Context: an optimization exercise on an open-source flow, tuned for small area, a short achievable clock period and few clock cycles per item. The choices shown serve that exercise and are no tape-out recipe. At most, simulation tests tie the RTL to the original design; equivalence was not proved. No functional check of the RTL was part of runs 1 to 4. Power is estimated from default activity; no workload was simulated.

## flow/run.sh

```bash
#!/bin/bash
# synth_recipe.tcl (not shown) runs the flow's synth.tcl, then flattens the netlist and writes it again
# the make line also repeats each setting of config.mk as NAME=value (left out here)
make -C /OpenROAD-flow-scripts/flow DESIGN_CONFIG=/design/flow/config.mk WORK_HOME=/design/flow/orfs CLKGATE_MAP_FILE= SYNTH_SCRIPT=/design/flow/synth_recipe.tcl finish
```

## flow/config.mk

```make
export PLATFORM = sky130hd
export DESIGN_NAME = xb64_engine
export DESIGN_NICKNAME = xb64_engine
export VERILOG_FILES = /design/flow/design.v
export SDC_FILE = /design/flow/constraint.sdc
export NUM_CORES = 4
export LEC_CHECK = 0
export CAP_MARGIN = 20
export CORE_MARGIN = 2
export CORE_UTILIZATION = 40
export SLEW_MARGIN = 20
```

## flow/constraint.sdc

```tcl
create_clock -name core_clock -period 10.0 [get_ports {clk}]
set_input_delay 2.0000 -clock core_clock [delete_from_list [all_inputs] [get_ports {clk}]]
set_output_delay 2.0000 -clock core_clock [all_outputs]
set_load 0.01 [all_outputs]
```

## flow/design.v

```verilog
module xb64_engine (
    input  wire        clk,
    input  wire        rst,
    input  wire        cmd_valid,
    output wire        cmd_ready,
    input  wire [2:0]  cmd_op,
    input  wire [4:0]  cmd_klen,
    input  wire [7:0]  cmd_tlen,
    input  wire        in_valid,
    output wire        in_ready,
    input  wire [7:0]  in_data,
    output wire        out_valid,
    input  wire        out_ready,
    output wire [7:0]  out_data,
    output wire        done,
    output wire [2:0]  err_code,
    output wire [15:0] err_info
);
    localparam [7:0] PAD = 8'h3d;    
    function [7:0] b64_sym(input [5:0] v);
        case (v)
        6'd0: b64_sym = 8'h41;
        6'd1: b64_sym = 8'h42;
        6'd2: b64_sym = 8'h43;
        6'd3: b64_sym = 8'h44;
        6'd4: b64_sym = 8'h45;
        6'd5: b64_sym = 8'h46;
        6'd6: b64_sym = 8'h47;
        6'd7: b64_sym = 8'h48;
        6'd8: b64_sym = 8'h49;
        6'd9: b64_sym = 8'h4a;
        6'd10: b64_sym = 8'h4b;
        6'd11: b64_sym = 8'h4c;
        6'd12: b64_sym = 8'h4d;
        6'd13: b64_sym = 8'h4e;
        6'd14: b64_sym = 8'h4f;
        6'd15: b64_sym = 8'h50;
        6'd16: b64_sym = 8'h51;
        6'd17: b64_sym = 8'h52;
        6'd18: b64_sym = 8'h53;
        6'd19: b64_sym = 8'h54;
        6'd20: b64_sym = 8'h55;
        6'd21: b64_sym = 8'h56;
        6'd22: b64_sym = 8'h57;
        6'd23: b64_sym = 8'h58;
        6'd24: b64_sym = 8'h59;
        6'd25: b64_sym = 8'h5a;
        6'd26: b64_sym = 8'h61;
        6'd27: b64_sym = 8'h62;
        6'd28: b64_sym = 8'h63;
        6'd29: b64_sym = 8'h64;
        6'd30: b64_sym = 8'h65;
        6'd31: b64_sym = 8'h66;
        6'd32: b64_sym = 8'h67;
        6'd33: b64_sym = 8'h68;
        6'd34: b64_sym = 8'h69;
        6'd35: b64_sym = 8'h6a;
        6'd36: b64_sym = 8'h6b;
        6'd37: b64_sym = 8'h6c;
        6'd38: b64_sym = 8'h6d;
        6'd39: b64_sym = 8'h6e;
        6'd40: b64_sym = 8'h6f;
        6'd41: b64_sym = 8'h70;
        6'd42: b64_sym = 8'h71;
        6'd43: b64_sym = 8'h72;
        6'd44: b64_sym = 8'h73;
        6'd45: b64_sym = 8'h74;
        6'd46: b64_sym = 8'h75;
        6'd47: b64_sym = 8'h76;
        6'd48: b64_sym = 8'h77;
        6'd49: b64_sym = 8'h78;
        6'd50: b64_sym = 8'h79;
        6'd51: b64_sym = 8'h7a;
        6'd52: b64_sym = 8'h30;
        6'd53: b64_sym = 8'h31;
        6'd54: b64_sym = 8'h32;
        6'd55: b64_sym = 8'h33;
        6'd56: b64_sym = 8'h34;
        6'd57: b64_sym = 8'h35;
        6'd58: b64_sym = 8'h36;
        6'd59: b64_sym = 8'h37;
        6'd60: b64_sym = 8'h38;
        6'd61: b64_sym = 8'h39;
        6'd62: b64_sym = 8'h2b;
        6'd63: b64_sym = 8'h2f;
        default: b64_sym = 8'h2f;
        endcase
    endfunction
    function [6:0] b64_dec(input [7:0] b);
        case (b)
        8'h41: b64_dec = {1'b1, 6'd0};
        8'h42: b64_dec = {1'b1, 6'd1};
        8'h43: b64_dec = {1'b1, 6'd2};
        8'h44: b64_dec = {1'b1, 6'd3};
        8'h45: b64_dec = {1'b1, 6'd4};
        8'h46: b64_dec = {1'b1, 6'd5};
        8'h47: b64_dec = {1'b1, 6'd6};
        8'h48: b64_dec = {1'b1, 6'd7};
        8'h49: b64_dec = {1'b1, 6'd8};
        8'h4a: b64_dec = {1'b1, 6'd9};
        8'h4b: b64_dec = {1'b1, 6'd10};
        8'h4c: b64_dec = {1'b1, 6'd11};
        8'h4d: b64_dec = {1'b1, 6'd12};
        8'h4e: b64_dec = {1'b1, 6'd13};
        8'h4f: b64_dec = {1'b1, 6'd14};
        8'h50: b64_dec = {1'b1, 6'd15};
        8'h51: b64_dec = {1'b1, 6'd16};
        8'h52: b64_dec = {1'b1, 6'd17};
        8'h53: b64_dec = {1'b1, 6'd18};
        8'h54: b64_dec = {1'b1, 6'd19};
        8'h55: b64_dec = {1'b1, 6'd20};
        8'h56: b64_dec = {1'b1, 6'd21};
        8'h57: b64_dec = {1'b1, 6'd22};
        8'h58: b64_dec = {1'b1, 6'd23};
        8'h59: b64_dec = {1'b1, 6'd24};
        8'h5a: b64_dec = {1'b1, 6'd25};
        8'h61: b64_dec = {1'b1, 6'd26};
        8'h62: b64_dec = {1'b1, 6'd27};
        8'h63: b64_dec = {1'b1, 6'd28};
        8'h64: b64_dec = {1'b1, 6'd29};
        8'h65: b64_dec = {1'b1, 6'd30};
        8'h66: b64_dec = {1'b1, 6'd31};
        8'h67: b64_dec = {1'b1, 6'd32};
        8'h68: b64_dec = {1'b1, 6'd33};
        8'h69: b64_dec = {1'b1, 6'd34};
        8'h6a: b64_dec = {1'b1, 6'd35};
        8'h6b: b64_dec = {1'b1, 6'd36};
        8'h6c: b64_dec = {1'b1, 6'd37};
        8'h6d: b64_dec = {1'b1, 6'd38};
        8'h6e: b64_dec = {1'b1, 6'd39};
        8'h6f: b64_dec = {1'b1, 6'd40};
        8'h70: b64_dec = {1'b1, 6'd41};
        8'h71: b64_dec = {1'b1, 6'd42};
        8'h72: b64_dec = {1'b1, 6'd43};
        8'h73: b64_dec = {1'b1, 6'd44};
        8'h74: b64_dec = {1'b1, 6'd45};
        8'h75: b64_dec = {1'b1, 6'd46};
        8'h76: b64_dec = {1'b1, 6'd47};
        8'h77: b64_dec = {1'b1, 6'd48};
        8'h78: b64_dec = {1'b1, 6'd49};
        8'h79: b64_dec = {1'b1, 6'd50};
        8'h7a: b64_dec = {1'b1, 6'd51};
        8'h30: b64_dec = {1'b1, 6'd52};
        8'h31: b64_dec = {1'b1, 6'd53};
        8'h32: b64_dec = {1'b1, 6'd54};
        8'h33: b64_dec = {1'b1, 6'd55};
        8'h34: b64_dec = {1'b1, 6'd56};
        8'h35: b64_dec = {1'b1, 6'd57};
        8'h36: b64_dec = {1'b1, 6'd58};
        8'h37: b64_dec = {1'b1, 6'd59};
        8'h38: b64_dec = {1'b1, 6'd60};
        8'h39: b64_dec = {1'b1, 6'd61};
        8'h2b: b64_dec = {1'b1, 6'd62};
        8'h2f: b64_dec = {1'b1, 6'd63};
        default: b64_dec = 7'd0;
        endcase
    endfunction
    reg         idle, pkey, ptxt;    
    reg [2:0]   op;
    reg         m_key;       
    reg         m_enc;       
    reg         m_dec;       
    reg         m_sil;       
    reg         f_ekey;      
    reg         f_elen;      
    reg [7:0]   rem;         
    reg         tdone;       
    reg         tlast;       
    reg [7:0]   tcnt;        
    reg [247:0] ring;        
    reg [7:0]   kreg;        
    reg [4:0]   q;           
    reg         qz;          
    reg [4:0]   c;           
    reg [4:0]   km1;         
    reg         kfirst;      
    reg [7:0]   a;           
    reg         av;
    reg         ir;          
    reg [7:0]   o, s;        
    reg         ov, sv;
    reg [1:0]   gp;          
    reg         padm;        
    reg [23:0]  g;           
    reg         em;          
    reg [1:0]   e;           
    reg [1:0]   elast;       
    reg         dead;        
    reg         prevpad;     
    reg [1:0]   pcnt;        
    reg [7:0]   r;           
    reg [2:0]   code_r;
    reg [15:0]  info_r;
    reg         dpend;       
    reg         done_r;
    assign cmd_ready = idle;
    assign in_ready  = ir;
    assign out_valid = ov;
    assign out_data  = o;
    assign done      = done_r;
    assign err_code  = code_r;
    assign err_info  = info_r;
    wire cmd_fire = cmd_valid && idle;
    wire c_bad  = cmd_op[2] && (cmd_op[1] || cmd_op[0]);
    wire c_xk   = (cmd_op == 3'd0) || (cmd_op == 3'd1) || (cmd_op == 3'd4);
    wire c_ekey = c_xk && (cmd_klen == 5'd0);
    wire c_elen = (cmd_op == 3'd1 || cmd_op == 3'd3) && (cmd_tlen[1:0] != 2'd0);
    wire c_sil  = c_bad || c_ekey || c_elen;
    wire c_key  = c_xk && !c_ekey;
    wire [7:0] kring = ring[{q, 3'b000} +: 8];
    wire klast = (c == 5'd0);
    wire [4:0] q_dec = (q == 5'd0) ? 5'd30 : q - 5'd1;
    wire [5:0] q_sub = {1'b0, q} - {1'b0, km1} - 6'd1;
    wire [4:0] q_wrap = q_sub[5] ? q_sub[4:0] + 5'd31 : q_sub[4:0];
    wire cons_key = pkey && av && (kfirst || qz);
    wire run   = ptxt && !dpend && !sv;
    wire ehold = (gp == 2'd3) && !padm;      
    wire [6:0] dcl    = b64_dec(a);
    wire       d_pad  = (a == PAD);
    wire       d_sym  = dcl[6];
    wire [5:0] d_idx  = dcl[5:0];
    wire       fg     = (rem[7:3] == 5'd0) && (!rem[2] || rem[1:0] == 2'd0);
    wire       d_late = fg && tcnt[1];                
    wire       bad_prev = tlast && prevpad && !d_pad;  
    wire       bad_here = (!d_sym && !d_pad) || (d_pad && !d_late);
    wire       bad_now  = bad_prev || bad_here;
    wire [7:0] x = a ^ kreg;
    reg  [5:0] esym;
    always @(*) begin
        case (gp)
        2'd0: esym = x[7:2];
        2'd1: esym = tdone ? {g[1:0], 4'd0} : {g[1:0], x[7:4]};
        2'd2: esym = tdone ? {g[3:0], 2'd0} : {g[3:0], x[7:6]};
        default: esym = g[5:0];
        endcase
    end
    wire [7:0] ency = (tdone && padm) ? PAD : b64_sym(esym);
    reg [7:0] gsel;
    always @(*) begin
        case (e)
        2'd0: gsel = g[23:16];
        2'd1: gsel = g[21:14];
        default: gsel = g[19:12];
        endcase
    end
    wire [7:0] y = m_enc ? ency : ((m_dec ? gsel : a) ^ kreg);
    wire avt = av && !tdone;                  
    wire s_sil = run && m_sil;
    wire s_enc = run && m_enc;
    wire s_dec = run && m_dec;
    wire s_xs  = run && !m_sil && !m_enc && !m_dec;
    wire e_cons = s_enc && !ehold && avt;
    wire e_tail = s_enc && tdone && !(gp == 2'd0 && !padm);
    wire e_fin  = s_enc && tdone && gp == 2'd0 && !padm;
    wire emit   = s_dec && em && (tdone || av);
    wire intake = s_dec && avt && (em || 1'b1);
    wire d_fin  = s_dec && !em && tdone;
    wire cons = (s_sil && avt) || (s_xs && avt) || e_cons || intake;
    wire pv   = (s_xs && avt) || (s_enc && ehold) || e_cons || e_tail || emit;
    wire kadv = m_key && ((s_xs && avt) || e_cons || emit);
    wire fin  = ((s_sil || s_xs) && tdone) || e_fin || d_fin;
    wire in_fire = in_valid && ir;
    wire ofree   = !ov || out_ready;
    wire dgo     = dpend && !sv && ofree;
    wire av_n     = in_fire || (av && !cons && !cons_key);
    wire sv_n     = sv ? !out_ready : (pv && !ofree);
    wire dpend_n  = fin || (dpend && !dgo);
    wire pkey_n   = cmd_fire ? c_key : (pkey && !(cons_key && klast));
    wire ptxt_n   = cmd_fire ? !c_key : ((ptxt && !fin) || (cons_key && klast));
    wire kfirst_n = cmd_fire || (kfirst && !cons_key);
    wire qz_n     = cons_key ? !klast : (q == 5'd1);
    wire klast_n  = cmd_fire ? (cmd_klen == 5'd1) : cons_key ? (c == 5'd1) : klast;
    wire tdone_n  = cmd_fire ? (c_bad || cmd_tlen == 8'd0) :
                    cons ? tlast : tdone;
    wire tlast_n  = cmd_fire ? (!c_bad && cmd_tlen == 8'd1) :
                    cons ? (rem == 8'd2) : tlast;
    reg [1:0] gp_n;
    reg       padm_n;
    always @(*) begin
        gp_n = gp; padm_n = padm;
        if (cmd_fire) begin
            gp_n = 2'd0; padm_n = 1'b0;
        end else if (s_enc && ehold) begin
            gp_n = 2'd0;
        end else if (e_cons) begin
            gp_n = gp + 2'd1;
        end else if (e_tail) begin
            gp_n = gp + 2'd1;
            padm_n = !(padm && gp == 2'd3);
        end
    end
    wire ehold_n = (gp_n == 2'd3) && !padm_n;
    wire ir_n = (pkey_n && (!av_n || ((kfirst_n || qz_n) && (!klast_n || !tdone_n)))) ||
                (ptxt_n && !tdone_n &&
                 (!av_n || (!dpend_n && !sv_n && !ehold_n && !tlast_n)));
    always @(posedge clk)
        ring <= {cons_key ? a : ring[7:0], ring[247:8]};
    always @(posedge clk) begin
        if (rst) begin
            idle   <= 1'b1;
            pkey   <= 1'b0;
            ptxt   <= 1'b0;
            av     <= 1'b0;
            ir     <= 1'b0;
            ov     <= 1'b0;
            sv     <= 1'b0;
            dpend  <= 1'b0;
            done_r <= 1'b0;
            em     <= 1'b0;
            gp     <= 2'd0;
            padm   <= 1'b0;
        end else begin
            idle   <= !pkey_n && !ptxt_n;
            pkey   <= pkey_n;
            ptxt   <= ptxt_n;
            av     <= av_n;
            ir     <= ir_n;
            sv     <= sv_n;
            dpend  <= dpend_n;
            done_r <= dgo;
            kfirst <= kfirst_n;
            qz     <= qz_n;
            tdone  <= tdone_n;
            tlast  <= tlast_n;
            gp     <= gp_n;
            padm   <= padm_n;
            if (in_fire) a <= in_data;
            if (sv) begin
                if (out_ready) o <= s;
            end else if (pv) begin
                if (ofree) o <= y;
                else       s <= y;
            end
            if (pv && ofree) ov <= 1'b1;
            else if (!sv && out_ready) ov <= 1'b0;
            if (cons_key) begin
                if (kfirst) kreg <= a;
                if (klast) begin
                    c <= (km1 == 5'd0) ? 5'd0 : km1 - 5'd1;
                    q <= (km1 == 5'd0) ? 5'd30 : ~km1;
                end else begin
                    c <= c - 5'd1;
                    q <= 5'd0;
                end
            end else if (kadv) begin
                kreg <= kring;
                if (klast) begin
                    c <= km1;
                    q <= q_wrap;
                end else begin
                    c <= c - 5'd1;
                end
            end else begin
                q <= q_dec;
            end
            if (cons) begin
                tcnt <= tcnt + 8'd1;
                rem  <= rem - 8'd1;
            end
            if (cmd_fire) begin
                op      <= cmd_op;
                m_key   <= c_key;
                m_enc   <= !c_sil && (cmd_op == 3'd0 || cmd_op == 3'd2);
                m_dec   <= !c_sil && (cmd_op == 3'd1 || cmd_op == 3'd3);
                m_sil   <= c_sil;
                f_ekey  <= c_ekey;
                f_elen  <= c_elen;
                km1     <= cmd_klen - 5'd1;
                c       <= cmd_klen - 5'd1;
                kreg    <= 8'h00;
                rem     <= c_bad ? 8'd0 : cmd_tlen;
                tcnt    <= 8'd0;
                em      <= 1'b0;
                dead    <= 1'b0;
                prevpad <= 1'b0;
                pcnt    <= 2'd0;
            end
            if (e_cons) g[5:0] <= x[5:0];
            if (emit) begin
                g <= {g[17:0], intake ? d_idx : 6'd0};
                e <= e + 2'd1;
                if (e == elast) em <= 1'b0;
            end else if (intake) begin
                g <= {g[17:0], d_idx};
            end
            if (intake) begin
                prevpad <= d_pad;
                pcnt    <= !d_pad ? 2'd0 : (pcnt == 2'd3) ? 2'd3 : pcnt + 2'd1;
                if (d_pad && !prevpad) r <= tcnt;
                if (!dead && bad_now) begin
                    dead   <= 1'b1;
                    code_r <= 3'd2;
                    info_r <= bad_prev ? {tcnt[7:2], 2'b10, PAD} : {tcnt, a};
                end
                if (tcnt[1:0] == 2'd3 && !dead && !bad_now) begin
                    em    <= 1'b1;
                    e     <= 2'd0;
                    elast <= !(tlast && d_pad) ? 2'd2 : prevpad ? 2'd0 : 2'd1;
                end
            end
            if (fin) begin
                if (op[2] && op[1:0] != 2'd0) begin
                    code_r <= 3'd5;
                    info_r <= {13'd0, op};
                end else if (f_ekey) begin
                    code_r <= 3'd3;
                    info_r <= 16'd3;
                end else if (f_elen) begin
                    code_r <= 3'd2;
                    info_r <= {tcnt, 8'h00};
                end else if (m_dec && pcnt == 2'd3) begin
                    code_r <= 3'd2;
                    info_r <= {r, PAD};
                end else if (!(m_dec && dead)) begin
                    code_r <= 3'd0;
                    info_r <= 16'd0;
                end
            end
        end
    end
endmodule
```

==> flow_summary.json, run 1 <==
{
  "synth_compound_area_share_pct": 11.4,
  "routedWlPerCell_um": 18.0,
  "critPathCaptureType": "flop",
  "drive_gt1_share_pct": 13.7,
  "hold_end": "ring[7]",
  "timing.fmax_mhz": 211,
  "die_h_um": 205,
  "path_clk_slew_ps": 60,
  "synthArstFlopShare_pct": 0,
  "dr.pass1.iters": 6,
  "postCtsHoldBufs": 0,
  "dpl.hpwl_mm": 23.3,
  "r2r_setup_slack_ps": 6650,
  "maxCapViolations": 0,
  "ir_worst_vdd_mv": 0.178,
  "post-route-cell-area_um2": 18700,
  "root_buffer": "clkbuf_16",
  "cp.arrival_ps": 5190,
  "synth_edf_count": 135,
  "setup_violations": 0,
  "crit_type": "in -> reg",
  "insertion_delay_ps": 580,
  "ant_nets": 0,
  "start_util_pct": 40.6,
  "drc": 0,
  "synth_top_area_share_pct": 33.1,
  "core-area_um2": 39900,
  "post_synth_num_cell_types": 86,
  "grt_pass1_vias": 10291,
  "viasPerCell": 5.37,
  "hold_viol_final": 0,
  "r2r_end": "o[3]",
  "cts.path.max_buffers": 3,
  "place.gp.congestion": 0.843,
  "met3_usage_pct": 3.29,
  "rr_worst_depth": 10,
  "grt_max_degree": 60,
  "grt_busiest_layer": "met2",
  "setup_slack_ps": 5250,
  "leakage_nw": 6.88,
  "status": "no timing/DRC/antenna violations",
  "met2_usage_pct": 26.6,
  "worst_setup_path_start_kind": "primary input",
  "synth_ff_type": "dfxtp_1",
  "synthCells": 1314,
  "cp_max_fo": 22,
  "fin_hold_ws_ps": 336,
  "hp-start": "ring[15]",
  "avgSynthCellArea_um2": 12.3,
  "gr-usage-all-layers_pct": 16.9,
  "pre_cts_slack_ps": 4630,
  "synthMuxAreaShare_pct": 12.6,
  "grt_pass1_wl_mm": 56.0,
  "antenna_cells": 0,
  "first_iter_violations": 685,
  "seq_area_frac_synth_pct": 58.1,
  "portBuffers": 59,
  "post_dp_cell_area_um2": 17200,
  "htreeDepth": 2,
  "slew_headroom_pct": 31.0,
  "cts_tree": "built",
  "antenna_found_initial": 0,
  "syn_nets": 1379,
  "nets": 1431,
  "cts_sinks": 403,
  "cp.required_ps": 10440,
  "grt_util_met1_pct": 23.2,
  "wl_mm": 34.7,
  "cts_setup_buffers": 0,
  "synth_top_family_by_area": "multiplexers",
  "holdPathStages": 0,
  "chipWidth_um": 205,
  "rsz0062_at_grt": "no",
  "ys_warn_count": 1,
  "overflow": 0,
  "synth-simple-area-share_pct": 9.40,
  "yosys-top-cells-area": "dfxtp_1, edfxtp_1, mux4_2, ha_1, nand2_1",
  "area_growth_pct": 15.6,
  "total_power_w": 0.00376,
  "slew_viol_final": 0,
  "ys_ff_latch": 403,
  "synth_xor_area_share_pct": 2.42,
  "hold_path_class": "reg -> reg",
  "powerDensity_nw_per_um2": 200,
  "syn-cell-area_um2": 16200,
  "cts_buffers": 43,
  "worst_pin_slew_ps": 1030,
  "rows": 73,
  "reg2reg_from": "a[6]",
  "final.setup_skew_ps": 23.2,
  "finalSetupTns_ps": 0,
  "cts.repair.resized": 0,
  "dieArea_um2": 42200,
  "finalCritPeriodShare_pct": 47.5,
  "vias": 10333,
  "synth_fa_ha_area_share_pct": 2.82,
  "yosys.area.top_type": "dfxtp_1",
  "period_needed_ps": 4750,
  "ios": 60
}
synth_stat cells (24+ instances only):
cell,instances
ha_1,35
a21oi_1,55
nand2_1,102
mux4_2,64
clkbuf_1,35
edfxtp_1,135
o21ai_0,49
a211oi_1,25
inv_1,43
dfxtp_1,268
mux2i_1,36
xnor2_1,24
nor2_1,87
power by group:
part	switching, W	internal (W)
clock	0.000666	0.000958
combinational	0.000200	0.000147
sequential	0.0000425	0.00174
critical path, cell delays in order:
cell and delay, ps:
clkdlybuf4s50_1 400, buf_4 220, nand3b_1 560, inv_1 480, nand2_1 90, nand2_1 170
inv_1 90, ha_1 260, ha_1 310, o21ai_0 170, o21ai_0 110, a31oi_1 210
o22ai_1 100
worst max-delay path by stage:
stage                     from    to  depth (start not counted)  slack [ps]
after floorplan            rst  flop                         12        6050
after global placement     rst  flop                         13        4620
after detailed placement   rst  flop                         13        4630
after CTS                  rst  flop                         13        5240
after global routing       rst  flop                         13        4980
final                      rst  flop                         13        5250
routing by layer:
layer	wire length, µm	up-vias
met4	1020	0
met3	1640	53
li1	-	4995
met2	15900	236
met5	0	-
met1	16100	5049
layout make-up:
| class | instances | area [µm²] |
|---|---|---|
| Fill cell | 3606 | 21200 |
| Sequential cell | 403 | 9420 |
| Multi-Input combinational cell | 797 | 6280 |
| Clock buffer | 58 | 1230 |
| Timing Repair Buffer | 76 | 726 |
| Tap cell | 525 | 657 |
| Clock inverter | 22 | 265 |
| Inverter | 45 | 176 |
state kept, by name, summed over array words and instances, names as in the netlist, 3 cells and up, named ones only:
signal and count:
s 8, rem 8, o 8, c 5
r 8, q 5, code_r 3, km1 5
g 24, kreg 8, a 8, tcnt 8
info_r 16, op 3, ring 248
stage by stage:
step / util [%] / cells
after detailed placement: 43.2 / 1845
after global placement: 43.2 / 1845
after global routing: 47.0 / 1926
after floorplan: - / 1314
after CTS: 46.9 / 1925
final: 47.0 / 1926
layout by cell type (no fill, tap or decap), drive strengths merged, types with 14 or more instances in the layout:
cell type,count
nand2,102
xnor2,24
mux4,64
nor2,89
nor3,20
nand2b,14
o21ai,62
dfxtp,268
mux2,19
clkdlybuf4s50,59
clkbuf,58
nand3,20
a211oi,25
ha,35
inv,49
edfxtp,135
nor2b,18
xor2,19
a21oi,55
mux2i,38
buf,17
a31oi,17
o22ai,19
cell families after synthesis:
kind of cell | count (synthesis)
flip-flops | 403
AO/OA/AOI/OAI | 279
adder cells (fa/ha/maj) | 36
AND/OR/NAND/NOR | 318
buffers and inverters | 114
multiplexers | 121
XOR/XNOR | 43
==> run 2: changes to the inputs <==
--- a/flow/config.mk
+++ b/flow/config.mk
@@ -5,7 +5,9 @@
 export SDC_FILE = /design/flow/constraint.sdc
 export NUM_CORES = 4
 export LEC_CHECK = 0
+export ABC_CLOCK_PERIOD_IN_PS = 3000
 export CAP_MARGIN = 20
 export CORE_MARGIN = 2
 export CORE_UTILIZATION = 40
+export SETUP_SLACK_MARGIN = 5
 export SLEW_MARGIN = 20
==> flow_summary.json, run 2 <==
{
  "status": "no timing/DRC/antenna violations",
  "core-area_um2": 39900,
  "ios": 60,
  "reg.largest.list": "ring: 248 flops, g: 24 flops, info_r: 16 flops",
  "area_growth_pct": 15.6,
  "portBuffers": 59,
  "syn_nets": 1379,
  "rsz0062_at_grt": "no",
  "synth.most_common_cell": "dfxtp_1",
  "drive_gt1_share_pct": 13.8,
  "ant_nets": 0,
  "cp_max_fo": 22,
  "cp.required_ps": 10440,
  "synth_common_cells": "dfxtp_1, edfxtp_1, nand2_1, nor2_1, mux4_2",
  "worst_pin_slew_ps": 1030,
  "cp_slowest_cell": "nand3b_1",
  "finalSetupTns_ps": 0,
  "insertion_delay_ps": 580,
  "rows": 73,
  "ys_warn_count": 1,
  "synthCells": 1314,
  "yosys-top-cells-area": "dfxtp_1, edfxtp_1, mux4_2, ha_1, nand2_1",
  "dr.pass1.iters": 5,
  "hold_path_class": "reg -> reg",
  "seq_area_frac_synth_pct": 58.1,
  "post_synth_num_cell_types": 86,
  "setup_violations": 0,
  "final_cell_mix": "dfxtp_1, edfxtp_1, nand2_1",
  "maxCapViolations": 0,
  "cts_buffers": 43,
  "powerDensity_nw_per_um2": 200,
  "crit_type": "in -> reg",
  "chipWidth_um": 205,
  "path_delay_family": "buffers and inverters",
  "yosys.area.top_type": "dfxtp_1",
  "viasPerCell": 5.37,
  "cp.arrival_ps": 5090,
  "first_iter_violations": 685,
  "syn-cell-area_um2": 16200,
  "htreeDepth": 2,
  "avgSynthCellArea_um2": 12.3,
  "grt_pass1_vias": 10291,
  "dieArea_um2": 42200,
  "antenna_cells": 0,
  "period_needed_ps": 4650,
  "final.setup_skew_ps": 23.0,
  "overflow": 0,
  "path_clk_slew_ps": 60,
  "final.fill_count": 3606,
  "nets": 1431,
  "synthArstFlopShare_pct": 0,
  "grt_max_degree": 60,
  "drc": 0,
  "synth_ff_type": "dfxtp_1",
  "hold_viol_final": 0,
  "final_util_pct": 47.0,
  "start_util_pct": 40.6,
  "finalCritPeriodShare_pct": 46.5,
  "vias": 10339,
  "leakage_nw": 6.88,
  "regMostFlops": "ring",
  "wl_mm": 34.7,
  "slew_viol_final": 0,
  "largest_register_ffs": 248,
  "critPathCaptureType": "flop",
  "place.gp.congestion": 0.843,
  "gr-usage-all-layers_pct": 16.9,
  "cts_tree": "built",
  "worst_setup_path_start_kind": "primary input",
  "ys_ff_latch": 403,
  "ir_worst_vdd_mv": 0.178,
  "synth_top_area_share_pct": 33.1,
  "grt_pass1_wl_mm": 56.0,
  "critical_path.cell_chain": "clkdlybuf4s50_1, buf_4, nand3b_1, inv_2, nand2_1, nand2_1, inv_1, ha_1, ha_1, o21ai_0, o21ai_0, a31oi_1, o22ai_1",
  "synth_edf_count": 135,
  "layout_commonest_cell": "dfxtp_1",
  "root_buffer": "clkbuf_16",
  "cts_sinks": 403,
  "cts.path.max_buffers": 3,
  "slew_headroom_pct": 31.0,
  "routedWlPerCell_um": 18.0,
  "cpPeakStageDelay_ps": 580,
  "die_h_um": 205,
  "path_buf_inv": 4,
  "timing.fmax_mhz": 215,
  "antenna_found_initial": 0,
  "dpl.hpwl_mm": 23.3
}
==> run 2: cell count changes in the layout (fill, tap and decap cells not counted) <==
| cell | change |
|---|---|
| inv_2 | +1 |
| inv_1 | -1 |
==> run 2: logic make-up (layout without fill, tap and decap cells) <==
kind of cell               count (synthesis)  count (layout)  share of synthesized area (%)
xor gates and xnor gates                  43              43                           2.42
AOI/OAI and AO/OA                        279             279                           11.4
DFF                                      403             403                           58.1
buffers and inverters                    114             201                           3.23
adders and majority gates                 36              36                           2.82
and+or+nand+nor                          318             318                           9.40
muxes                                    121             121                           12.6
==> run 2: final cells by class <==
type | count | area (µm²) | area share [%]
multi-input cells | 797 | 6280 | 33.5
flip-flops and latches | 403 | 9420 | 50.2
repair buffers | 76 | 726 | 3.87
clock buffers | 58 | 1230 | 6.55
well taps | 525 | 657 | 3.50
inverters | 45 | 176 | 0.941
clock inverters | 22 | 265 | 1.41
==> run 2: worst register-to-register path: cells and delay by family, from the launching register on <==
| kind | cells | cell delay [ps] |
|---|---|---|
| multiplexers | 1 | 270 |
| buffers and inverters | 1 | 190 |
| flip-flops | 1 | 630 |
| AO/OA/AOI/OAI | 6 | 1420 |
| adder cells (fa/ha/maj) | 1 | 290 |
| XOR/XNOR | 1 | 280 |
==> run 2: path summary, 6_finish.rpt <==
check                start  endpoint  slack (ps)  depth (start not counted)
setup / recovery       rst      flop        5350                         13
hold / removal    ring[15]   ring[7]         340                          0
setup reg to reg      a[6]      o[3]        6640                         10
hold reg to reg   ring[15]   ring[7]         340                          0
==> run 2: metal layers <==
metal	routed length (µm)	up-vias	track usage, %
li1	-	4997	-
met1	16200	5069	23.2
met2	16000	220	26.6
met3	1510	53	3.29
met4	1020	0	6.37
met5	0	-	0
==> run 2: where the power goes <==
group | leakage, nW | switching (W) | internal (W)
registers | 3.42 | 0.0000425 | 0.00174
clock network | 0.738 | 0.000666 | 0.000958
logic | 2.72 | 0.000201 | 0.000147
==> run 2: repair_timing <==
| item | in CTS | in global routing |
|---|---|---|
| endpoints found under the setup margin | 0 | 3 |
| hold buffers | 0 | 0 |
| resized for setup | 0 | 1 |
| endpoints found under the hold margin | 0 | 0 |
| buffers inserted | 0 | 0 |
==> run 2: through the flow <==
| stage | hold WS [ps] | std cells | power (W) | instance area (µm²) | worst slack (ps) |
|---|---|---|---|---|---|
| finish | 336 | 1926 | 0.00376 | 18700 | 5350 |
| global route | 330 | 1926 | 0.00392 | 18700 | 5110 |
| CTS | 335 | 1925 | 0.00381 | 18700 | 5240 |
| detailed placement | 331 | 1845 | 0.00217 | 17200 | 4630 |
| global placement | 327 | 1845 | 0.00217 | 17200 | 4620 |
| floorplan | 326 | 1314 | 0.00206 | 16200 | 6050 |
==> run 3: changes to the inputs <==
--- a/flow/design.v
+++ b/flow/design.v
@@ -318,103 +318,105 @@
             sv     <= sv_n;
             dpend  <= dpend_n;
             done_r <= dgo;
-            kfirst <= kfirst_n;
-            qz     <= qz_n;
-            tdone  <= tdone_n;
-            tlast  <= tlast_n;
             gp     <= gp_n;
             padm   <= padm_n;
-            if (in_fire) a <= in_data;
-            if (sv) begin
-                if (out_ready) o <= s;
-            end else if (pv) begin
-                if (ofree) o <= y;
-                else       s <= y;
-            end
             if (pv && ofree) ov <= 1'b1;
             else if (!sv && out_ready) ov <= 1'b0;
-            if (cons_key) begin
-                if (kfirst) kreg <= a;
-                if (klast) begin
-                    c <= (km1 == 5'd0) ? 5'd0 : km1 - 5'd1;
-                    q <= (km1 == 5'd0) ? 5'd30 : ~km1;
-                end else begin
-                    c <= c - 5'd1;
-                    q <= 5'd0;
-                end
-            end else if (kadv) begin
-                kreg <= kring;
-                if (klast) begin
-                    c <= km1;
-                    q <= q_wrap;
-                end else begin
-                    c <= c - 5'd1;
-                end
+            if (cmd_fire) em <= 1'b0;
+            else if (emit && e == elast) em <= 1'b0;
+            else if (intake && tcnt[1:0] == 2'd3 && !dead && !bad_now) em <= 1'b1;
+        end
+    end
+    always @(posedge clk) begin
+        kfirst <= kfirst_n;
+        qz     <= qz_n;
+        tdone  <= tdone_n;
+        tlast  <= tlast_n;
+        if (in_fire) a <= in_data;
+        if (sv) begin
+            if (out_ready) o <= s;
+        end else if (pv) begin
+            if (ofree) o <= y;
+            else       s <= y;
+        end
+        if (cons_key) begin
+            if (kfirst) kreg <= a;
+            if (klast) begin
+                c <= (km1 == 5'd0) ? 5'd0 : km1 - 5'd1;
+                q <= (km1 == 5'd0) ? 5'd30 : ~km1;
             end else begin
-                q <= q_dec;
-            end
-            if (cons) begin
-                tcnt <= tcnt + 8'd1;
-                rem  <= rem - 8'd1;
-            end
-            if (cmd_fire) begin
-                op      <= cmd_op;
-                m_key   <= c_key;
-                m_enc   <= !c_sil && (cmd_op == 3'd0 || cmd_op == 3'd2);
-                m_dec   <= !c_sil && (cmd_op == 3'd1 || cmd_op == 3'd3);
-                m_sil   <= c_sil;
-                f_ekey  <= c_ekey;
-                f_elen  <= c_elen;
-                km1     <= cmd_klen - 5'd1;
-                c       <= cmd_klen - 5'd1;
-                kreg    <= 8'h00;
-                rem     <= c_bad ? 8'd0 : cmd_tlen;
-                tcnt    <= 8'd0;
-                em      <= 1'b0;
-                dead    <= 1'b0;
-                prevpad <= 1'b0;
-                pcnt    <= 2'd0;
+                c <= c - 5'd1;
+                q <= 5'd0;
             end
-            if (e_cons) g[5:0] <= x[5:0];
-            if (emit) begin
-                g <= {g[17:0], intake ? d_idx : 6'd0};
-                e <= e + 2'd1;
-                if (e == elast) em <= 1'b0;
-            end else if (intake) begin
-                g <= {g[17:0], d_idx};
+        end else if (kadv) begin
+            kreg <= kring;
+            if (klast) begin
+                c <= km1;
+                q <= q_wrap;
+            end else begin
+                c <= c - 5'd1;
             end
-            if (intake) begin
-                prevpad <= d_pad;
-                pcnt    <= !d_pad ? 2'd0 : (pcnt == 2'd3) ? 2'd3 : pcnt + 2'd1;
-                if (d_pad && !prevpad) r <= tcnt;
-                if (!dead && bad_now) begin
-                    dead   <= 1'b1;
-                    code_r <= 3'd2;
-                    info_r <= bad_prev ? {tcnt[7:2], 2'b10, PAD} : {tcnt, a};
-                end
-                if (tcnt[1:0] == 2'd3 && !dead && !bad_now) begin
-                    em    <= 1'b1;
-                    e     <= 2'd0;
-                    elast <= !(tlast && d_pad) ? 2'd2 : prevpad ? 2'd0 : 2'd1;
-                end
+        end else begin
+            q <= q_dec;
+        end
+        if (cons) begin
+            tcnt <= tcnt + 8'd1;
+            rem  <= rem - 8'd1;
+        end
+        if (cmd_fire) begin
+            op      <= cmd_op;
+            m_key   <= c_key;
+            m_enc   <= !c_sil && (cmd_op == 3'd0 || cmd_op == 3'd2);
+            m_dec   <= !c_sil && (cmd_op == 3'd1 || cmd_op == 3'd3);
+            m_sil   <= c_sil;
+            f_ekey  <= c_ekey;
+            f_elen  <= c_elen;
+            km1     <= cmd_klen - 5'd1;
+            c       <= cmd_klen - 5'd1;
+            kreg    <= 8'h00;
+            rem     <= c_bad ? 8'd0 : cmd_tlen;
+            tcnt    <= 8'd0;
+            dead    <= 1'b0;
+            prevpad <= 1'b0;
+            pcnt    <= 2'd0;
+        end
+        if (e_cons) g[5:0] <= x[5:0];
+        if (emit) begin
+            g <= {g[17:0], intake ? d_idx : 6'd0};
+            e <= e + 2'd1;
+        end else if (intake) begin
+            g <= {g[17:0], d_idx};
+        end
+        if (intake) begin
+            prevpad <= d_pad;
+            pcnt    <= !d_pad ? 2'd0 : (pcnt == 2'd3) ? 2'd3 : pcnt + 2'd1;
+            if (d_pad && !prevpad) r <= tcnt;
+            if (!dead && bad_now) begin
+                dead   <= 1'b1;
+                code_r <= 3'd2;
+                info_r <= bad_prev ? {tcnt[7:2], 2'b10, PAD} : {tcnt, a};
+            end
+            if (tcnt[1:0] == 2'd3 && !dead && !bad_now) begin
+                e     <= 2'd0;
+                elast <= !(tlast && d_pad) ? 2'd2 : prevpad ? 2'd0 : 2'd1;
             end
-            if (fin) begin
-                if (op[2] && op[1:0] != 2'd0) begin
-                    code_r <= 3'd5;
-                    info_r <= {13'd0, op};
-                end else if (f_ekey) begin
-                    code_r <= 3'd3;
-                    info_r <= 16'd3;
-                end else if (f_elen) begin
-                    code_r <= 3'd2;
-                    info_r <= {tcnt, 8'h00};
-                end else if (m_dec && pcnt == 2'd3) begin
-                    code_r <= 3'd2;
-                    info_r <= {r, PAD};
-                end else if (!(m_dec && dead)) begin
-                    code_r <= 3'd0;
-                    info_r <= 16'd0;
-                end
+        end
+        if (fin) begin
+            if (op[2] && op[1:0] != 2'd0) begin
+                code_r <= 3'd5;
+                info_r <= {13'd0, op};
+            end else if (f_ekey) begin
+                code_r <= 3'd3;
+                info_r <= 16'd3;
+            end else if (f_elen) begin
+                code_r <= 3'd2;
+                info_r <= {tcnt, 8'h00};
+            end else if (m_dec && pcnt == 2'd3) begin
+                code_r <= 3'd2;
+                info_r <= {r, PAD};
+            end else if (!(m_dec && dead)) begin
+                code_r <= 3'd0;
+                info_r <= 16'd0;
             end
         end
     end
--- a/flow/config.mk
+++ b/flow/config.mk
@@ -5,9 +5,7 @@
 export SDC_FILE = /design/flow/constraint.sdc
 export NUM_CORES = 4
 export LEC_CHECK = 0
-export ABC_CLOCK_PERIOD_IN_PS = 3000
 export CAP_MARGIN = 20
 export CORE_MARGIN = 2
 export CORE_UTILIZATION = 40
-export SETUP_SLACK_MARGIN = 5
 export SLEW_MARGIN = 20
==> flow_summary.json, run 3 <==
{
  "status": "no timing/DRC/antenna violations",
  "synth_edf_count": 93,
  "layout_commonest_cell": "dfxtp_1",
  "overflow": 0,
  "synth.most_common_cell": "dfxtp_1",
  "first_iter_violations": 619,
  "dp.cells": 1912,
  "place.gp.congestion": 0.871,
  "cp_max_fo": 12,
  "ir_worst_vdd_mv": 0.124,
  "dr.pass1.iters": 4,
  "vias": 10735,
  "cts.path.max_buffers": 3,
  "dpl.hpwl_mm": 24.8,
  "maxCapViolations": 0,
  "cts_sinks": 403,
  "routedWlPerCell_um": 18.4,
  "root_buffer": "clkbuf_16",
  "worst_setup_path_start_kind": "primary input",
  "drc": 0,
  "area_growth_pct": 15.5,
  "yosys-top-cells-area": "dfxtp_1, edfxtp_1, mux4_2, nand2_1, ha_1",
  "wl_mm": 36.6,
  "setup_violations": 0,
  "final.fill_count": 3633,
  "path_clk_slew_ps": 60,
  "synthCells": 1385,
  "nets": 1497,
  "ant_nets": 0,
  "grt_pass1_vias": 10714,
  "leakage_nw": 6.81,
  "yosys.area.top_type": "dfxtp_1",
  "post_synth_num_cell_types": 82,
  "slew_headroom_pct": 23.8,
  "chipWidth_um": 204,
  "cts_tree": "built",
  "slew_viol_final": 0,
  "hold_viol_final": 0,
  "viasPerCell": 5.39,
  "start_util_pct": 40.5,
  "regMostFlops": "ring",
  "grt_pass1_wl_mm": 58.9,
  "finalCritPeriodShare_pct": 40.9,
  "portBuffers": 59,
  "syn-cell-area_um2": 16000,
  "stdcell_count": 1990,
  "insertion_delay_ps": 560,
  "cp.required_ps": 10420,
  "ys_ff_latch": 403,
  "worst_pin_slew_ps": 1140,
  "final_cell_mix": "dfxtp_1, nand2_1, edfxtp_1",
  "grt_max_degree": 60,
  "hold_path_class": "reg -> reg",
  "total_power_w": 0.00416,
  "drive_gt1_share_pct": 12.8,
  "htreeDepth": 2,
  "dieArea_um2": 41700,
  "synth_ff_type": "dfxtp_1",
  "synth_top_area_share_pct": 38.7,
  "final.setup_skew_ps": 14.6,
  "ios": 60,
  "cts_setup_buffers": 0,
  "antenna_cells": 0,
  "critPathCaptureType": "flop",
  "reg.largest.list": "ring: 248 flops, g: 24 flops, info_r: 16 flops",
  "antenna_found_initial": 0,
  "seq_area_frac_synth_pct": 56.1,
  "synth_common_cells": "dfxtp_1, nand2_1, edfxtp_1, nor2_1, a21oi_1",
  "syn_nets": 1451,
  "synthArstFlopShare_pct": 0,
  "powerDensity_nw_per_um2": 224,
  "largest_register_ffs": 248,
  "cts.repair.resized": 0,
  "rows": 73,
  "core-area_um2": 39600,
  "ys_warn_count": 1,
  "postCtsHoldBufs": 0,
  "cp.arrival_ps": 4500,
  "gr-usage-all-layers_pct": 17.8,
  "rsz0062_at_grt": "no",
  "cts_buffers": 42,
  "period_needed_ps": 4090,
  "timing.fmax_mhz": 245,
  "finalSetupTns_ps": 0,
  "crit_type": "in -> reg",
  "die_h_um": 204,
  "avgSynthCellArea_um2": 11.6
}
## run 3: cell count changes in the layout (fill, tap and decap cells not counted), sizes merged, moves of 8 or more
cell     previous run  this run
mux2i              38        30
a21oi              55        68
o2bb2ai             0         8
mux2               19         6
nand2             102       137
dfxtp             268       310
edfxtp            135        93
## run 3: metrics by stage
stage	util (%)	setup WS (ps)	hold slack (ps)	instance area, µm²
floorplan	-	6100	326	16000
global placement	43.2	5380	327	17100
detailed placement	43.2	5350	332	17100
CTS	46.8	5950	344	18500
global route	46.8	5680	349	18500
finish	46.8	5910	334	18500
## run 3: kinds of logic (layout without fill, tap and decap cells)
family,Yosys count,in the layout,synth area share (%)
flops,403,403,56.1
simple gates,383,383,11.9
compound gates,297,297,12.6
buf+inv,125,205,3.10
mux,100,100,11.3
xor+xnor,40,40,2.18
fa+ha+maj,37,37,2.93
## run 3: power by group
part | leakage (nW) | internal, W | switching (W) | total [W]
clock | 0.683 | 0.000910 | 0.000651 | 0.00156
combinational | 2.75 | 0.000324 | 0.000467 | 0.000791
sequential | 3.38 | 0.00174 | 0.0000664 | 0.00180
## run 3: worst paths after layout
path	startpoint	end	slack, ps	cells past startpoint
hold / removal	ring[69]	ring[61]	330	0
setup reg to reg	gp[0]	o[0]	6650	9
hold reg to reg	ring[69]	ring[61]	330	0
setup / recovery	in_valid	flop	5910	7
## run 3: final cells by class
type | instances | area, µm² | share of cell area (%)
Sequential cell | 403 | 9000 | 48.5
Inverter | 47 | 176 | 0.951
Timing Repair Buffer | 80 | 748 | 4.04
Clock inverter | 13 | 164 | 0.884
Multi-Input combinational cell | 857 | 6570 | 35.4
Tap cell | 525 | 657 | 3.54
Clock buffer | 65 | 1230 | 6.63
## run 3: metal layers
layer / wire length [µm] / global-route usage [%]
met3: 1830 / 3.30
met4: 1020 / 6.29
met2: 16400 / 27.7
met5: 0 / 0
met1: 17400 / 24.7
## run 3: worst max-delay path, stage by stage
cell	delay (ps)
clkdlybuf4s50_1	430
nand2_1	380
mux2i_1	900
nand2_1	300
o22a_1	260
a31oi_1	150
o21ai_0	80
==> run 4: changes to the inputs <==
==> flow/flow/run.sh (new file) <==
#!/bin/bash
# The standard layout, with plain buffers on the ports (instead of the
# delay-cell buffers the resizer picks by default) and repair_timing aiming
# for extra setup slack.  Each tool's output goes to the ORFS logs; make's
# own output goes to standard.log here.
set -euo pipefail
export BUFFER_PORTS_ARGS="-buffer_cell sky130_fd_sc_hd__buf_2"
export SETUP_SLACK_MARGIN=6.5
bash standard.sh > standard.log 2>&1
==> flow/standard.sh (new file) <==
#!/bin/bash
# synth_recipe.tcl (not shown) runs the flow's synth.tcl, then flattens the netlist and writes it again
# the make line also repeats each setting of config.mk as NAME=value (left out here)
make -C /OpenROAD-flow-scripts/flow DESIGN_CONFIG=/design/flow/config.mk WORK_HOME=/design/flow/orfs CLKGATE_MAP_FILE= SYNTH_SCRIPT=/design/flow/synth_recipe.tcl "${@:-finish}"
removed: flow/run.sh
==> flow_summary.json, run 4 <==
{
  "status": "no timing/DRC/antenna violations",
  "swShare_pct": 28.3,
  "nets": 1506,
  "core-area_um2": 39600,
  "period_needed_ps": 3490,
  "ir_worst_vdd_mv": 0.106,
  "cp.arrival_ps": 3970,
  "synth_common_cells": "dfxtp_1, nand2_1, edfxtp_1, nor2_1, a21oi_1",
  "final_cell_mix": "dfxtp_1, nand2_1, edfxtp_1",
  "reg2reg_from": "gp[0]",
  "first_iter_violations": 681,
  "finalCritPeriodShare_pct": 34.9,
  "cts_sinks": 403,
  "overflow": 0,
  "finalSetupTns_ps": 0,
  "wl_mm": 35.8,
  "gr-usage-all-layers_pct": 17.4,
  "rsz0062_at_grt": "yes",
  "worst_pin_slew_ps": 1100,
  "cp.required_ps": 10480,
  "antenna_found_initial": 0,
  "drive_gt1_share_pct": 18.9,
  "synth_ff_type": "dfxtp_1",
  "insertion_delay_ps": 560,
  "synth_top_area_share_pct": 38.7,
  "synthArstFlopShare_pct": 0,
  "r2r_end": "o[3]",
  "fin_hold_ws_ps": 340,
  "seq_area_frac_synth_pct": 56.1,
  "vias": 10907,
  "dr.pass1.iters": 7,
  "slew_viol_final": 0,
  "hp-start": "ring[201]",
  "holdPathStages": 0,
  "die_h_um": 204,
  "synthCells": 1385,
  "post_synth_num_cell_types": 82,
  "grt_pass1_vias": 10482,
  "start_util_pct": 40.5,
  "worst_setup_path_start_kind": "primary input",
  "reg.largest.list": "ring: 248 flops, g: 24 flops, info_r: 16 flops",
  "ys_ff_latch": 403,
  "chipWidth_um": 204,
  "portBuffers": 59,
  "p_sw_w": 0.00119,
  "hold_viol_final": 0,
  "clkPwrFrac_pct": 37.8,
  "rows": 73,
  "crit_type": "in -> reg",
  "leakage_nw": 6.91,
  "routedWlPerCell_um": 17.9,
  "antenna_cells": 0,
  "yosys.area.top_type": "dfxtp_1",
  "powerDensity_nw_per_um2": 227,
  "synth.most_common_cell": "dfxtp_1",
  "cts.path.max_buffers": 3,
  "viasPerCell": 5.46,
  "rr_worst_depth": 10,
  "cts_buffers": 42,
  "hold_path_class": "reg -> reg",
  "regMostFlops": "ring",
  "seq_power_share_pct": 43.0,
  "syn-cell-area_um2": 16000,
  "dpl.hpwl_mm": 24.2,
  "yosys-top-cells-area": "dfxtp_1, edfxtp_1, mux4_2, nand2_1, ha_1",
  "largest_register_ffs": 248,
  "final.setup_skew_ps": 19.3,
  "area_growth_pct": 15.0,
  "htreeDepth": 2,
  "grt_pass1_wl_mm": 57.7,
  "timing.fmax_mhz": 286,
  "synth_edf_count": 93,
  "cp_max_fo": 36,
  "slew_headroom_pct": 26.7,
  "critPathCaptureType": "flop",
  "dieArea_um2": 41700,
  "layout_commonest_cell": "dfxtp_1",
  "grt_max_degree": 60,
  "p_int_w": 0.00300,
  "post_dp_cell_area_um2": 16900,
  "drc": 0,
  "ios": 60,
  "ys_warn_count": 1,
  "final.fill_count": 3649,
  "place.gp.congestion": 0.883,
  "hold_end": "ring[193]",
  "setup_slack_ps": 6510,
  "ant_nets": 0,
  "cts_tree": "built",
  "syn_nets": 1451,
  "setup_violations": 0,
  "avgSynthCellArea_um2": 11.6,
  "root_buffer": "clkbuf_16",
  "path_clk_slew_ps": 60,
  "maxCapViolations": 0,
  "power_frac_comb_pct": 19.2,
  "r2r_setup_slack_ps": 6830,
  "post-route-cell-area_um2": 18500,
  "pre_cts_slack_ps": 5530
}
[run 4: worst max path at each step]
| stage | from | to | slack [ps] |
|---|---|---|---|
| finish | cmd_valid | ir | 6510 |
| global placement | in_valid | flop | 5600 |
| global route | cmd_valid | ir | 6360 |
| floorplan | in_valid | flop | 6520 |
| detailed placement | in_valid | flop | 5530 |
| CTS | cmd_valid | ir | 6510 |
[run 4: metrics by stage]
step	power, W	util [%]	instances
floorplan	0.00241	-	1385
global placement	0.00261	42.6	1911
detailed placement	0.00262	42.6	1911
CTS	0.00421	46.3	1989
global route	0.00438	46.6	1999
finish	0.00419	46.6	1999
[run 4: timing repair]
action / CTS / global route
resized for setup: 5 / 6
setup endpoints to repair: 11 / 12
setup buffers: 0 / 10
pin swaps: 0 / 1
hold buffers: 0 / 0
[run 4: cell type report]
cell class	instances	area, µm²	area share [%]
Inverter	47	180	0.976
Tap cell	525	657	3.56
Timing Repair Buffer	89	532	2.88
Multi-Input combinational cell	857	6660	36.1
Sequential cell	403	9000	48.7
Clock inverter	21	223	1.21
Clock buffer	57	1210	6.55
[run 4: power groups by stage]
stage	logic [W]	clock network [W]	registers (W)
floorplan	0.000600	0	0.00181
global placement	0.000766	0	0.00185
detailed placement	0.000769	0	0.00185
CTS	0.000776	0.00162	0.00181
global route	0.000886	0.00169	0.00181
finish	0.000803	0.00158	0.00180
[run 4: cells by family (layout without fill, tap and decap cells)]
logic type	count (synthesis)	count (layout)	synth area share, %
buffers and inverters	125	214	3.10
AND/OR/NAND/NOR	383	383	11.9
adder cells (fa/ha/maj)	37	37	2.93
multiplexers	100	100	11.3
flip-flops	403	403	56.1
XOR/XNOR	40	40	2.18
AO/OA/AOI/OAI	297	297	12.6
[run 4: metal layers]
metal  up-vias  part of all wire [%]  global-route usage, %
li1       5251                     -                      -
met1      5275                    46                   23.9
met2       303                    44                   26.7
met3        78                   6.3                   3.91
met4         0                   3.4                   6.60
met5         -                     0                      0
[run 4: worst max-delay path: stages]
cell	delay, ps
buf_2	90
nand2_1	50
buf_4	350
clkinvlp_4	360
buf_6	290
and2_2	260
nand2_1	100
o32ai_1	100
nand4b_1	190
a22oi_1	140
==> run 5: changes to the inputs <==
--- a/flow/design.v
+++ b/flow/design.v
@@ -87,73 +87,12 @@
         endcase
     endfunction
     function [6:0] b64_dec(input [7:0] b);
-        case (b)
-        8'h41: b64_dec = {1'b1, 6'd0};
-        8'h42: b64_dec = {1'b1, 6'd1};
-        8'h43: b64_dec = {1'b1, 6'd2};
-        8'h44: b64_dec = {1'b1, 6'd3};
-        8'h45: b64_dec = {1'b1, 6'd4};
-        8'h46: b64_dec = {1'b1, 6'd5};
-        8'h47: b64_dec = {1'b1, 6'd6};
-        8'h48: b64_dec = {1'b1, 6'd7};
-        8'h49: b64_dec = {1'b1, 6'd8};
-        8'h4a: b64_dec = {1'b1, 6'd9};
-        8'h4b: b64_dec = {1'b1, 6'd10};
-        8'h4c: b64_dec = {1'b1, 6'd11};
-        8'h4d: b64_dec = {1'b1, 6'd12};
-        8'h4e: b64_dec = {1'b1, 6'd13};
-        8'h4f: b64_dec = {1'b1, 6'd14};
-        8'h50: b64_dec = {1'b1, 6'd15};
-        8'h51: b64_dec = {1'b1, 6'd16};
-        8'h52: b64_dec = {1'b1, 6'd17};
-        8'h53: b64_dec = {1'b1, 6'd18};
-        8'h54: b64_dec = {1'b1, 6'd19};
-        8'h55: b64_dec = {1'b1, 6'd20};
-        8'h56: b64_dec = {1'b1, 6'd21};
-        8'h57: b64_dec = {1'b1, 6'd22};
-        8'h58: b64_dec = {1'b1, 6'd23};
-        8'h59: b64_dec = {1'b1, 6'd24};
-        8'h5a: b64_dec = {1'b1, 6'd25};
-        8'h61: b64_dec = {1'b1, 6'd26};
-        8'h62: b64_dec = {1'b1, 6'd27};
-        8'h63: b64_dec = {1'b1, 6'd28};
-        8'h64: b64_dec = {1'b1, 6'd29};
-        8'h65: b64_dec = {1'b1, 6'd30};
-        8'h66: b64_dec = {1'b1, 6'd31};
-        8'h67: b64_dec = {1'b1, 6'd32};
-        8'h68: b64_dec = {1'b1, 6'd33};
-        8'h69: b64_dec = {1'b1, 6'd34};
-        8'h6a: b64_dec = {1'b1, 6'd35};
-        8'h6b: b64_dec = {1'b1, 6'd36};
-        8'h6c: b64_dec = {1'b1, 6'd37};
-        8'h6d: b64_dec = {1'b1, 6'd38};
-        8'h6e: b64_dec = {1'b1, 6'd39};
-        8'h6f: b64_dec = {1'b1, 6'd40};
-        8'h70: b64_dec = {1'b1, 6'd41};
-        8'h71: b64_dec = {1'b1, 6'd42};
-        8'h72: b64_dec = {1'b1, 6'd43};
-        8'h73: b64_dec = {1'b1, 6'd44};
-        8'h74: b64_dec = {1'b1, 6'd45};
-        8'h75: b64_dec = {1'b1, 6'd46};
-        8'h76: b64_dec = {1'b1, 6'd47};
-        8'h77: b64_dec = {1'b1, 6'd48};
-        8'h78: b64_dec = {1'b1, 6'd49};
-        8'h79: b64_dec = {1'b1, 6'd50};
-        8'h7a: b64_dec = {1'b1, 6'd51};
-        8'h30: b64_dec = {1'b1, 6'd52};
-        8'h31: b64_dec = {1'b1, 6'd53};
-        8'h32: b64_dec = {1'b1, 6'd54};
-        8'h33: b64_dec = {1'b1, 6'd55};
-        8'h34: b64_dec = {1'b1, 6'd56};
-        8'h35: b64_dec = {1'b1, 6'd57};
-        8'h36: b64_dec = {1'b1, 6'd58};
-        8'h37: b64_dec = {1'b1, 6'd59};
-        8'h38: b64_dec = {1'b1, 6'd60};
-        8'h39: b64_dec = {1'b1, 6'd61};
-        8'h2b: b64_dec = {1'b1, 6'd62};
-        8'h2f: b64_dec = {1'b1, 6'd63};
-        default: b64_dec = 7'd0;
-        endcase
+        if (b >= 8'h41 && b <= 8'h5a)      b64_dec = {1'b1, b[5:0] - 6'd1};    
+        else if (b >= 8'h61 && b <= 8'h7a) b64_dec = {1'b1, b[5:0] - 6'd7};    
+        else if (b >= 8'h30 && b <= 8'h39) b64_dec = {1'b1, b[5:0] + 6'd4};    
+        else if (b == 8'h2b)               b64_dec = {1'b1, 6'd62};
+        else if (b == 8'h2f)               b64_dec = {1'b1, 6'd63};
+        else                               b64_dec = 7'd0;
     endfunction
     reg         idle, pkey, ptxt;    
     reg [2:0]   op;
@@ -251,34 +190,34 @@
     wire s_xs  = run && !m_sil && !m_enc && !m_dec;
     wire e_cons = s_enc && !ehold && avt;
     wire e_tail = s_enc && tdone && !(gp == 2'd0 && !padm);
-    wire e_fin  = s_enc && tdone && gp == 2'd0 && !padm;
+    wire e_fin  = s_enc && tdone && ((gp == 2'd0 && !padm) || gp == 2'd3);
     wire emit   = s_dec && em && (tdone || av);
     wire intake = s_dec && avt && (em || 1'b1);
-    wire d_fin  = s_dec && !em && tdone;
+    wire d_fin  = s_dec && tdone && (!em || e == elast);
     wire cons = (s_sil && avt) || (s_xs && avt) || e_cons || intake;
     wire pv   = (s_xs && avt) || (s_enc && ehold) || e_cons || e_tail || emit;
     wire kadv = m_key && ((s_xs && avt) || e_cons || emit);
-    wire fin  = ((s_sil || s_xs) && tdone) || e_fin || d_fin;
+    wire fin  = (s_sil && tdone) || (s_xs && (tdone || (avt && tlast))) || e_fin || d_fin;
     wire in_fire = in_valid && ir;
     wire ofree   = !ov || out_ready;
     wire dgo     = dpend && !sv && ofree;
     wire av_n     = in_fire || (av && !cons && !cons_key);
     wire sv_n     = sv ? !out_ready : (pv && !ofree);
     wire dpend_n  = fin || (dpend && !dgo);
-    wire pkey_n   = cmd_fire ? c_key : (pkey && !(cons_key && klast));
-    wire ptxt_n   = cmd_fire ? !c_key : ((ptxt && !fin) || (cons_key && klast));
-    wire kfirst_n = cmd_fire || (kfirst && !cons_key);
+    wire pkey_n   = idle ? cmd_fire && c_key : (pkey && !(cons_key && klast));
+    wire ptxt_n   = idle ? cmd_fire && !c_key : ((ptxt && !fin) || (cons_key && klast));
+    wire kfirst_n = idle || (kfirst && !cons_key);
     wire qz_n     = cons_key ? !klast : (q == 5'd1);
-    wire klast_n  = cmd_fire ? (cmd_klen == 5'd1) : cons_key ? (c == 5'd1) : klast;
-    wire tdone_n  = cmd_fire ? (c_bad || cmd_tlen == 8'd0) :
+    wire klast_n  = idle ? (cmd_klen == 5'd1) : cons_key ? (c == 5'd1) : klast;
+    wire tdone_n  = idle ? (c_bad || cmd_tlen == 8'd0) :
                     cons ? tlast : tdone;
-    wire tlast_n  = cmd_fire ? (!c_bad && cmd_tlen == 8'd1) :
+    wire tlast_n  = idle ? (!c_bad && cmd_tlen == 8'd1) :
                     cons ? (rem == 8'd2) : tlast;
     reg [1:0] gp_n;
     reg       padm_n;
     always @(*) begin
         gp_n = gp; padm_n = padm;
-        if (cmd_fire) begin
+        if (idle) begin
             gp_n = 2'd0; padm_n = 1'b0;
         end else if (s_enc && ehold) begin
             gp_n = 2'd0;
@@ -322,7 +261,7 @@
             padm   <= padm_n;
             if (pv && ofree) ov <= 1'b1;
             else if (!sv && out_ready) ov <= 1'b0;
-            if (cmd_fire) em <= 1'b0;
+            if (idle) em <= 1'b0;
             else if (emit && e == elast) em <= 1'b0;
             else if (intake && tcnt[1:0] == 2'd3 && !dead && !bad_now) em <= 1'b1;
         end
@@ -363,7 +302,7 @@
             tcnt <= tcnt + 8'd1;
             rem  <= rem - 8'd1;
         end
-        if (cmd_fire) begin
+        if (idle) begin
             op      <= cmd_op;
             m_key   <= c_key;
             m_enc   <= !c_sil && (cmd_op == 3'd0 || cmd_op == 3'd2);
==> flow_summary.json, run 5 <==
{
  "slew_headroom_pct": 33.1,
  "post-route-cell-area_um2": 17600,
  "ir_worst_vdd_mv": 0.245,
  "insertion_delay_ps": 550,
  "ios": 60,
  "final_cell_mix": "dfxtp_1, edfxtp_1, nand2_1",
  "synth_common_cells": "dfxtp_1, edfxtp_1, nand2_1, nor2_1, mux4_2",
  "reg.largest.list": "ring: 248 flops, g: 24 flops, info_r: 16 flops",
  "layout_commonest_cell": "dfxtp_1",
  "syn-cell-area_um2": 15400,
  "rows": 71,
  "ys_ff_latch": 396,
  "cp.required_ps": 10290,
  "final.fill_count": 3473,
  "synthCells": 1255,
  "regMostFlops": "ring",
  "timing.fmax_mhz": 301,
  "postCtsHoldBufs": 0,
  "final.setup_skew_ps": 10.2,
  "chipWidth_um": 200,
  "start_util_pct": 40.7,
  "yosys-top-cells-area": "dfxtp_1, edfxtp_1, mux4_2, ha_1, o21ai_0",
  "vias": 9850,
  "slew_viol_final": 0,
  "routedWlPerCell_um": 18.0,
  "viasPerCell": 5.31,
  "finalCritPeriodShare_pct": 33.2,
  "post_dp_cell_area_um2": 16100,
  "nets": 1373,
  "ys_warn_count": 1,
  "grt_pass1_wl_mm": 54.4,
  "core-area_um2": 37800,
  "ant_nets": 0,
  "htreeDepth": 2,
  "status": "no timing/DRC/antenna violations",
  "grt_max_degree": 68,
  "grt_pass1_vias": 9958,
  "place.gp.congestion": 0.848,
  "synth_top_area_share_pct": 39.4,
  "critPathCaptureType": "flop",
  "setup_violations": 0,
  "wl_mm": 33.5,
  "portBuffers": 59,
  "synth.most_common_cell": "dfxtp_1",
  "post_synth_num_cell_types": 83,
  "antenna_found_initial": 5,
  "rsz0062_at_grt": "no",
  "gr-usage-all-layers_pct": 16.8,
  "leakage_nw": 6.73,
  "powerDensity_nw_per_um2": 231,
  "setup_slack_ps": 6680,
  "synth_ff_type": "dfxtp_1",
  "synth_edf_count": 93,
  "cts_buffers": 40,
  "path_clk_slew_ps": 60,
  "stdcell_count": 1856,
  "hold_viol_final": 0,
  "worst_pin_slew_ps": 1000,
  "syn_nets": 1320,
  "cts_sinks": 396,
  "seq_area_frac_synth_pct": 57.5,
  "dr.pass1.iters": 5,
  "maxCapViolations": 0,
  "period_needed_ps": 3320,
  "synthArstFlopShare_pct": 0,
  "crit_type": "reg -> reg",
  "hold_path_class": "reg -> reg",
  "cts.path.max_buffers": 3,
  "cp.arrival_ps": 3610,
  "yosys.area.top_type": "dfxtp_1",
  "die_h_um": 200,
  "area_growth_pct": 14.1,
  "avgSynthCellArea_um2": 12.3,
  "worst_setup_path_start_kind": "flop",
  "largest_register_ffs": 248,
  "first_iter_violations": 552,
  "drive_gt1_share_pct": 17.4,
  "pre_cts_slack_ps": 6430,
  "finalSetupTns_ps": 0,
  "dieArea_um2": 40100,
  "drc": 0,
  "total_power_w": 0.00406,
  "root_buffer": "clkbuf_16",
  "dpl.hpwl_mm": 22.8,
  "cts_tree": "built",
  "dp.cells": 1775,
  "cp_max_fo": 9,
  "overflow": 0
}
[run 5: cell types whose count changed after synthesis, moves of 8 or more]
cell,before,now
nand2_1,137,89
a211oi_1,18,8
clkbuf_1,55,37
a311oi_1,13,1
o31ai_1,14,2
o21ai_0,54,68
nor2_1,88,78
mux4_2,64,72
a22oi_1,14,30
nor4_1,11,3
a21oi_1,67,45
[run 5: logic make-up after synthesis]
group	synth area share, %
fa+ha+maj	2.97
compound gates	11.4
buf+inv	2.97
xor+xnor	2.73
mux	13.3
flops	57.5
simple gates	9.12
[run 5: worst max-delay path, cell delays in order, from the launching register on]
cell	delay, ps
edfxtp_1	710
xor2_1	250
a222oi_1	480
mux2i_1	280
ha_1	440
nor3_2	80
a2111oi_4	320
o22ai_1	190
mux2_4	310
[run 5: power by group]
part           leakage [nW]  switching (W)  internal (W)
clock                 0.685       0.000624      0.000923
combinational          2.72       0.000420      0.000317
sequential             3.32      0.0000634       0.00172
[run 5: timing repair]
item | CTS | global route
endpoints found under the setup margin | 0 | 12
setup buffers | 0 | 2
gates resized for setup | 0 | 2
[run 5: path summary, 6_finish.rpt]
path / endpoint / from / depth (start not counted) / slack (ps)
max reg2reg: o[1] / a[7] / 8 / 6680
min: ring[88] / ring[96] / 0 / 340
max: o[1] / a[7] / 8 / 6680
min reg2reg: ring[88] / ring[96] / 0 / 340
[run 5: layer usage]
metal	global-route usage, %	up-vias	wire, µm
li1	-	4744	-
met1	22.8	4850	15600
met2	27.0	203	15500
met3	2.95	53	1510
met4	5.98	0	805
met5	0	-	0
[run 5: cell type report]
type	instances	area [µm²]	area share, %
antenna	5	12.5	0.0712
clock buffer	59	1200	6.85
clock inverter	15	198	1.12
inverter	50	190	1.08
multi-input combinational	750	6100	34.7
sequential	396	8860	50.4
tap	511	639	3.64
timing repair buffer	70	382	2.17
[run 5: per-stage QoR]
stage	hold slack (ps)	util [%]
2_1_floorplan	326	-
3_3_place_gp	327	42.7
3_5_place_dp	332	42.7
4_1_cts	338	46.4
5_1_grt	348	46.5
6_report	337	46.5
Testbench counts of run 5, summed over its fixed seeds: cycles 27,994, bytes 23,804.

-- separate check: timing with driven ports --
Ports are ideal in the flow. The routed layouts listed here were re-timed in OpenROAD. Step 1, drivers: a clkbuf_16 drives clk and a buf_2 each remaining input, both assumed. Step 2 moves the port delays by t, midway between the first and last clock arrival at a register: inputs arrive t later, outputs are due t later. That takes back most of the time a late clock gives input paths. Slacks: ideal / step 1 / step 2; pairs: ideal / step 1.
| run | t, ns | slack for setup (ns) | worst setup path after step 2 | worst slew at a driven data input, ns | cell pins on the clock port's net |
|---|---|---|---|---|---|
| run 1 | 0.621 | 5.253 / 5.282 / 4.661 | input to register | 0.05 | 1 |
| run 2 | 0.621 | 5.352 / 5.380 / 4.760 | input to register | 0.05 | 1 |
| run 3 | 0.605 | 5.914 / 5.943 / 5.338 | input to register | 0.04 | 1 |
| run 4 | 0.603 | 6.507 / 6.535 / 5.933 | input to register | 0.04 | 1 |
| run 5 | 0.595 | 6.679 / 6.679 / 6.421 | input to register | 0.10 | 1 |
After both steps setup and hold are still met in every run listed.
